Source: an optimization exercise on an open RTL-to-GDS flow (aim: small area, a short achievable clock period and few clock cycles). Production flows keep margins and buffers that such runs may drop. No run shown here included a check of the RTL's function; only the layout flow was run.

## flow/design.v (module list and top-level ports; edited modules follow where they fit)
// module lz4crc: 979 lines
module lz4crc (
    input  wire        clk,
    input  wire        rst,             
    input  wire        cmd_valid,
    output wire        cmd_ready,
    input  wire [7:0]  cmd_op,
    input  wire [31:0] cmd_src,
    input  wire [31:0] cmd_len,
    input  wire [31:0] cmd_dst,
    input  wire [31:0] cmd_cap,
    output reg         done,
    output reg  [7:0]  status,
    output reg  [31:0] result,
    output wire        mem_req,
    output wire        mem_we,
    output wire [29:0] mem_addr,
    output wire [3:0]  mem_wstrb,
    output wire [31:0] mem_wdata,
    input  wire        mem_gnt,
    input  wire        mem_rvalid,
    input  wire [31:0] mem_rdata
);
  // ...
==> flow/run.sh <==
#!/bin/bash
# synth_recipe.tcl (not shown) runs the flow's synth.tcl, then flattens the netlist and writes it again
# the make line also repeats each setting of config.mk as NAME=value (left out here)
make -C /OpenROAD-flow-scripts/flow DESIGN_CONFIG=/design/flow/config.mk WORK_HOME=/design/flow/orfs CLKGATE_MAP_FILE= SYNTH_SCRIPT=/design/flow/synth_recipe.tcl finish
==> flow/config.mk <==
export PLATFORM = sky130hd
export DESIGN_NAME = lz4crc
export DESIGN_NICKNAME = lz4crc
export VERILOG_FILES = /design/flow/design.v
export SDC_FILE = /design/flow/constraint.sdc
export NUM_CORES = 4
export LEC_CHECK = 0
export CAP_MARGIN = 20
export CORE_MARGIN = 2
export CORE_UTILIZATION = 55
export SETUP_SLACK_MARGIN = 2.0
export SLEW_MARGIN = 20
==> flow/constraint.sdc <==
create_clock -name core_clock -period 8.0 [get_ports {clk}]
set_input_delay 1.6000 -clock core_clock [delete_from_list [all_inputs] [get_ports {clk}]]
set_output_delay 1.6000 -clock core_clock [all_outputs]
set_load 0.01 [all_outputs]
==> impl_metrics.toml, run 1 <==
[finish]
multi_input_area_um2 = 28900
area_growth_pct = 20.7
register_area_um2 = 12200
nonClkBufAreaFrac_pct = 11.2
n_all_buffers = 590
nClkBuffers = 64
regMostFlops = "acc"
largest_cell_class = "multi-input combinational cells"

[synth]
ys_seq_elements = 424
synth_edf_count = 365
synthDominantCellAreaShare_pct = 26.2

[placed_design]
io_buffers = 282

[global_route]
grt.met2_usage_pct = 66.4
overflow = 0

[detailed_routing]
first_pass_iters = 8

[critical_path]
crit_cells = 29
cpMostUsedCell = "buf_4"

[floorplan]
die_w_um = 280
die_h_um = 280

[sta]
setup_viol = 0
fin_worst_skew_ns = 0.0349

[clocking]
path_clk_slew_ns = 0.07

[status]
outcome = "no timing/DRC/antenna violations"
==> inputs of run 2 (changes only) <==
--- a/flow/design.v
+++ b/flow/design.v
@@ -47,16 +47,17 @@
     reg [31:0] wp;              
     reg [31:0] c_left;          
     reg [31:0] opos;            
     reg [32:0] acc;             
     reg [3:0]  mnib;
     reg [15:0] offset;
     reg        se32, de32;      
     reg        dlt;             
+    reg [4:1]  hav;             
     reg [29:0] rq;              
     reg [1:0]  pos;             
     reg [1:0]  nval;            
     reg [1:0]  outs;            
     reg [2:0]  disc;            
     reg [31:0] w0, w1, w2;
     reg        msrc;            
     reg        per;             
@@ -392,17 +393,25 @@
         input [2:0] n;
         case (p)
             2'd0: fits3 = (n <= 3'd3);
             2'd1: fits3 = (n <= 3'd2);
             2'd2: fits3 = (n <= 3'd1);
             default: fits3 = (n == 3'd0);
         endcase
     endfunction
-    wire       have_ok = nval[1] || (nval[0] && fits4(pos, nneed));
+    wire       have_ok = (nneed == 3'd1) ? hav[1] : (nneed == 3'd2) ? hav[2] :
+                         (nneed == 3'd3) ? hav[3] : (nneed == 3'd4) ? hav[4] : 1'b1;
+    function [4:1] hav_f;
+        input [1:0] nv;
+        input [1:0] p;
+        integer k;
+        for (k = 1; k <= 4; k = k + 1)
+            hav_f[k] = ({nv, 2'b00} >= {2'b00, p} + k);
+    endfunction
     wire wr_rdy  = st_copy && acc_nz && have_ok;
     wire hdr_rdy = (st_hdr1 || (state == S_CRC) || (st_off && !s_one)) && s_nz && have_ok;
     function gt_thr;
         input [3:0] v;
         input [1:0] nv;
         input [1:0] no;
         input [1:0] p;
         input [1:0] e;
@@ -703,16 +712,18 @@
     wire       cons   = hdr_rdy || (wr_go && !use_per);
     wire [2:0] ncons  = nhdr_c;
     wire [2:0] posn   = {1'b0, pos} + ncons;
     wire       xdrop  = (state == S_MCOPY) && !acc_nz && pf && (pos != 2'd0);
     wire       shift  = (cons && !fits3(pos, ncons)) || xdrop;
     wire       load   = mem_rvalid && (disc == 3'd0);
     wire       drop   = mem_rvalid && (disc != 3'd0);
     wire [1:0] nv_s   = nval - {1'b0, shift};
+    wire [1:0] nval_g = nv_s + {1'b0, load};
+    wire [1:0] pos_g  = cons ? posn[1:0] : pos;
     wire [1:0] outs_n = outs + {1'b0, rd_go} - {1'b0, load};
     wire [2:0] disc_d = disc - {2'b0, drop};
     wire [2:0] disc_n = disc_d + {1'b0, outs_n};
     wire [7:0] hb = y[7:0];    
     wire        chk      = (state == S_CHECK);
     wire        mchk     = (state == S_MCHK);
     wire [15:0] offv     = st_off ? y[15:0] : offset;
     wire        mchk2    = mchk || st_off;
@@ -722,18 +733,17 @@
     wire [31:0] sas_a    = mchk2 ? wp : chk3 ? opos : lchk ? s_left : sa;
     wire [31:0] sas_b    = mchk2 ? {16'd0, offv} : chk2 ? wp : chk3 ? {rq, pos} : lchk ? acc[31:0] : s_left;
     wire        sas_pos  = !sas[32] && (sas[31:0] != 32'd0);    
     wire [32:0] sas      = chk ? ({1'b0, sas_a} + {1'b0, sas_b}) : ({1'b0, sas_a} - {1'b0, sas_b});
     wire        st_tok   = (state == S_TOK);
     wire [31:0] lopnd    = st_tok ? {28'd0, hb[7:4]} : st_off ? {27'd0, {1'b0, mnib} + 5'd4} : acc[31:0];
     wire [32:0] opa      = {1'b0, opos} + {1'b0, lopnd};            
     wire [32:0] cla      = {1'b0, c_left} - {1'b0, lopnd};
-    wire        tok_gt_s = !shi && (s_left[3:0] <= hb[7:4]);
-    wire        tok_gt_c = (c_left[31:4] == 28'd0) && (c_left[3:0] < hb[7:4]);
+    wire        tok_fast = shi && (c_left[31:4] != 28'd0);
     wire        acc_gt_c = acc[32] || cla[32];
     wire        acc_gt_s = acc[32] || sas[32];                  
     wire [31:0] sln      = s_left - {29'd0, nhdr_c};
     wire        src_wrap = se32 && (sa != 32'd0);
     wire        dst_wrap = de32 && (opos != 32'd0);
     wire        overlap  = (s_left != 32'd0) && (c_left != 32'd0) &&
                            (de32 || sas_pos) && dlt;              
     wire [32:0] acc_sum  = {1'b0, acc[31:0]} + (st_copy ? {30'h3FFFFFFF, ~ncopy + 3'd1} : {25'd0, hb});
@@ -746,34 +756,37 @@
     wire [31:0] crc_nx   = crc_f32(crc_in) ^ (crc_tail ? {8'd0, c_left[31:8]} : 32'd0);
     always @(posedge clk) begin
         if (rst) begin
             state  <= S_IDLE;
             done   <= 1'b0;
             status <= 8'h00;
             result <= 32'd0;
             nval   <= 2'd0;
+            hav    <= 4'd0;
+            hav    <= 4'd0;
             outs   <= 2'd0;
             disc   <= 3'd0;
             msrc   <= 1'b0;
             per    <= 1'b0;
             pf     <= 1'b0;
         end else begin
             done <= 1'b0;
-            if (cons) pos <= posn[1:0];
+            pos  <= pos_g;
+            hav  <= hav_f(nval_g, pos_g);
             if (shift) begin
                 w0 <= w1;
                 w1 <= w2;
             end
             if (load) begin
                 if ((nval == 2'd0) || (nval == 2'd1 && shift)) w0 <= mem_rdata;
                 if ((nval == 2'd1 && !shift) || (nval == 2'd2 && shift)) w1 <= mem_rdata;
                 if ((nval == 2'd2 && !shift) || (nval == 2'd3 && shift)) w2 <= mem_rdata;
             end
-            nval <= nv_s + {1'b0, load};
+            nval <= nval_g;
             outs <= outs_n;
             disc <= disc_d;
             if (rd_go) rq <= addr_inc;
             if (rd_go && pf) sf <= sf + 2'd1;
             if (rd_go && msrc) begin
                 mw <= mw - 2'd1;
                 dh <= dh - 4'd1;
             end
@@ -812,24 +825,26 @@
                 S_CHECK: begin
                     sa     <= sas[31:0];
                     se32   <= sas[32];
                     opos   <= opa[31:0];
                     de32   <= opa[32];
                     c_left <= acc[31:0];
                     rq     <= sa[31:2];
                     pos    <= sa[1:0];
+                    hav    <= hav_f(nval_g, sa[1:0]);
                     state  <= S_CHK2;
                 end
                 S_CHK2: begin
                     dlt   <= se32 || sas_pos;
                     state <= S_CHK3;
                 end
                 S_CHK3: begin
                     nval   <= 2'd0;
+            hav    <= 4'd0;
                     msrc   <= 1'b0;
                     per    <= 1'b0;
                     opos   <= 32'd0;
                     if (kind == K_CRC) c_left <= 32'hFFFFFFFF;
                     case (kind)
                         K_CRC: begin
                             if (src_wrap) finish(ST_BAD_RANGE, 32'd0);
                             else          state <= S_CRC;
@@ -847,22 +862,21 @@
                     else if (hdr_rdy) c_left <= crc_nx;
                 end
                 S_TOK: begin
                     if (!s_nz) finish(ST_SRC_OVERRUN, 32'd0);
                     else if (hdr_rdy) begin
                         mnib  <= hb[3:0];
                         set_acc({29'd0, hb[7:4]});
                         if (hb[7:4] == 4'hF) state <= S_LEXT;
+                        else if (!tok_fast)  state <= S_LCHK;
                         else begin
                             c_left <= cla[31:0];
                             opos   <= opa[31:0];
-                            if (tok_gt_s)      finish(ST_SRC_OVERRUN, 32'd0);
-                            else if (tok_gt_c) finish(ST_DST_OVERRUN, 32'd0);
-                            else               state <= S_LIT;
+                            state  <= S_LIT;
                         end
                     end
                 end
                 S_LEXT, S_MEXT: begin
                     if (!s_nz) finish(ST_SRC_OVERRUN, 32'd0);
                     else if (hdr_rdy) begin
                         acc <= {acc[32] | acc_sum[32], acc_sum[31:0]};    
                         if (hb != 8'hFF) state <= (state == S_LEXT) ? S_LCHK : S_MCHK;
@@ -894,28 +908,30 @@
                     az   <= 1'b0;                    
                     alt4 <= 1'b0;
                     ahi  <= (acc[32:4] != 29'd0);
                     match_start;
                 end
                 S_MCOPY: begin
                     if (!acc_nz && pf) begin
                         pos   <= spos;
+                        hav   <= hav_f(nval_g, spos);
                         msrc  <= 1'b0;
                         pf    <= 1'b0;
                         state <= S_TOK;
                     end else if (acc_nz && !per && !pf && !a_more) begin
                         pf   <= 1'b1;
                         rq   <= sas[31:2];
                         spos <= sas[1:0];
                         sf   <= 2'd0;
                     end else if (!acc_nz) begin
                         rq   <= sas[31:2];
                         pos  <= sas[1:0];    
                         nval <= 2'd0;
+                        hav  <= 4'd0;
                         outs <= 2'd0;
                         disc <= disc_n;
                         msrc <= 1'b0;
                         per  <= 1'b0;
                         state <= S_TOK;
                     end
                 end
                 default: state <= S_IDLE;
@@ -924,16 +940,17 @@
     end
     task match_start;
         begin
                         c_left <= cla[31:0];
                         opos   <= opa[31:0];
                         rq   <= mstart[31:2];
                         pos  <= mstart[1:0];
                         nval <= 2'd0;
+                        hav  <= 4'd0;
                         outs <= 2'd0;
                         disc <= disc_n;
                         msrc <= 1'b1;
                         pf   <= 1'b0;
                         per  <= (offv[15:3] == 13'd0) && (offv[2:0] <= 3'd4);
                         ph   <= 2'd0;
                         mw   <= (({1'b0, ms_lo} + offv[2:0] - 3'd1) >= 3'd4) ? 2'd2 : 2'd1;
                         dh   <= (offv[15:6] != 10'd0 || dh0[4]) ? 4'd15 : dh0[3:0];
@@ -965,15 +982,16 @@
         input [7:0]  code;
         input [31:0] value;
         begin
             status <= code;
             result <= value;
             done   <= 1'b1;
             state  <= S_IDLE;
             nval   <= 2'd0;
+            hav    <= 4'd0;
             outs   <= 2'd0;
             disc   <= disc_n;
             msrc   <= 1'b0;
             per    <= 1'b0;
         end
     endtask
 endmodule
==> flow/config.mk (replaced) <==
export PLATFORM = sky130hd
export DESIGN_NAME = lz4crc
export DESIGN_NICKNAME = lz4crc
export VERILOG_FILES = /design/flow/design.v
export SDC_FILE = /design/flow/constraint.sdc
export NUM_CORES = 4
export LEC_CHECK = 0
export CAP_MARGIN = 20
export CORE_MARGIN = 2
export CORE_UTILIZATION = 40
export CTS_BUF_LIST = sky130_fd_sc_hd__clkbuf_8
export CTS_CLUSTER_SIZE = 30
export SETUP_SLACK_MARGIN = 2.0
export SLEW_MARGIN = 20
==> impl_metrics.toml, run 2 <==
[critical_path]
critPathKind = "reg -> reg"
crit_required_ns = 8.66
critPathBufInv = 31
crit_fanout = 7
crit_family = "buffers and inverters"
endpoint_kind = "register"
cpMostUsedCell = "buf_6"
crit_arrival_ns = 7.73
max_stage_delay_ns = 0.64
worstSetupStartpointType = "register"
slowest_stage = "mux4_2"

[synth]
async_flop_share_pct = 0
ys_seq_area_share_pct = 29.2
synthDominantCellAreaShare_pct = 26.2
synth_ff_type = "edfxtp_1"
ys_seq_elements = 428
syn-instance-count = 5011
synth_area_leaders = "edfxtp_1, xnor2_1, ha_1"
synth_top_cell_by_area = "edfxtp_1"
yosysWarningCount = 1
synth.avg_cell_area_um2 = 8.34
synth_nets = 5397
synth_common_cells = "nand2_1, a21oi_1, nor2_1"
ys_types = 101
synth_edf_count = 365
post-synth-top-count-cell = "nand2_1"
syn_area_um2 = 41800

[global_route]
grt_pass1_wl_um = 275000
grt_pass1_vias = 39763
grt_util_all_layers_pct = 34.6
antenna_found_initial = 10
overflow = 0
grt_max_degree = 132

[placed_design]
routabilityCongestion = 1.03
dp_hpwl_um = 146000
io_buffers = 282
post_dp_cell_area_um2 = 46900

[sta]
fin_worst_skew_ns = 0.0479
slew_headroom_pct = 26.9
max_freq_mhz = 141
hold_viol_final = 0
timing.setup.tns_ns = 0
fin_crit_sh_pct = 88.4
finalMaxSlewViolations = 0
tightest_slew_ns = 1.09
hold_ws_ns = 0.457
rsz0062_at_grt = "yes"
setup_viol = 0
min_period_ns = 7.07

[clocking]
worstSkewPairLatency_ns = 0.81
numCtsBuffers = 83
cts_root_buffer = "clkbuf_8"
cts_max_level = 3
cts_tree = "built"
clock_tree.buffer_depth = 3
cts.sinks = 428
path_clk_slew_ns = 0.07

[finish]
fillCellCount = 10055
area_growth_pct = 21.7
layout_commonest_cell = "nand2_1"
largest_reg_flops = 33
layout_common_cells = "nand2_1, a21oi_1, nor2_1"
drive_above_1_share_pct = 14.3
fin_nets = 5798
final_cell_area_um2 = 50900
regMostFlops = "acc"

[detailed_routing]
drt_iter0_markers = 5792
routed-via-count = 43434
remaining_drc_errors = 0
finalWirelength_um = 193000
routedWlPerCell_um = 28.2
first_pass_iters = 6
ant_nets = 0
vias_per_cell = 6.33

[worst_hold_path]
hold_path_class = "reg -> reg"

[floorplan]
ioPinCount = 283
fp.coreArea_um2 = 104000
die_h_um = 327
dieArea_um2 = 107000
fp-row-count = 118
initial_core_util_pct = 40.3
die_w_um = 327

[status]
outcome = "no timing/DRC/antenna violations"

[run]
drv_cap = 0
run 2: cell count changes in the layout (fill, tap and decap cells not counted), moves of 25 or more:
cell / delta
clkbuf_16: -55
clkbuf_8: +86
inv_1: +25
mux2_2: +59
mux2i_1: -72
nand2_1: -154
nand3_1: +25
o21ai_0: -38
xnor2_1: +27
run 2: layout make-up:
class | instances | area, um^2 | share of cell area, %
multi-input combinational | 4116 | 28700 | 56.5
sequential | 428 | 12200 | 24.1
timing repair buffer | 615 | 5850 | 11.5
tap | 1380 | 1730 | 3.39
clock buffer | 89 | 1220 | 2.41
inverter | 168 | 663 | 1.30
clock inverter | 65 | 423 | 0.831
antenna | 6 | 15.0 | 0.0295
run 2: cell families after synthesis:
family                     Yosys count  synth area share [%]
muxes                              286                  8.33
and+or+nand+nor                   1641                  18.3
xor gates and xnor gates           522                  10.9
AOI/OAI and AO/OA                 1452                  22.2
DFF                                428                  29.2
buffers and inverters              467                  4.45
adders and majority gates          215                  6.59
run 2: worst paths after layout:
path	start	end	slack, ns	cells after the start
worst max-delay path	pos[0]$_DFFE_PN_	result[14]$_SDFFE_PP0P_	0.93	44
worst min-delay path	status[3]$_SDFFE_PP0P_	status[3]$_SDFFE_PP0P_	0.46	1
worst min register to register	status[3]$_SDFFE_PP0P_	status[3]$_SDFFE_PP0P_	0.46	1
worst max register to register	pos[0]$_DFFE_PN_	result[14]$_SDFFE_PP0P_	0.93	44
run 2: stage by stage:
stage / util, % / setup slack (ns) / std cells
after detailed placement: 45.2 / 0.407 / 6560
final: 49.1 / 0.930 / 6867
after global routing: 49.1 / 0.778 / 6864
after global placement: 45.2 / 0.454 / 6560
after floorplan: - / 1.93 / 5011
after CTS: 48.3 / 1.22 / 6818
run 2: per-layer routing:
layer / part of all wire, % / global-route usage [%] / vias up
met2: 43 / 53.0 / 2638
met1: 40 / 46.5 / 20873
met3: 10 / 6.86 / 554
li1: - / - / 19361
met4: 5.9 / 16.8 / 8
met5: 0.026 / 0 / -
run 2: what timing repair did:
action                                  CTS  global route
pin swaps                                58            50
gates cloned                              6             2
resized for setup                       156            98
endpoints found under the hold margin     0             0
endpoints found under the setup margin  152           115
buffers inserted                         98            41
hold buffers                              0             0

==> what the ideal ports hide <==
Ports are ideal in the flow. The routed layouts listed here were re-timed in OpenROAD. Step 1: set_driving_cell puts a clkbuf_16 on clk and a buf_2 on each other input, an assumption about the parent block. Step 2 times the ports against the registers' clock, not the clock port: input delays grow and output delays shrink by t, the midpoint of the rising clock arrivals with the driver on. Three values: ideal ports, drivers, drivers and shift; two values: the first two.
| run | t (ns) | setup WS [ns] | worst slew at a driven data input, ns |
|---|---|---|---|
| run 1 | 0.724 | 1.318 / 1.318 / 1.318 | 0.05 |
| run 2 | 0.860 | 0.930 / 0.930 / 0.930 | 0.05 |
After both steps setup and hold are still met in every run listed.
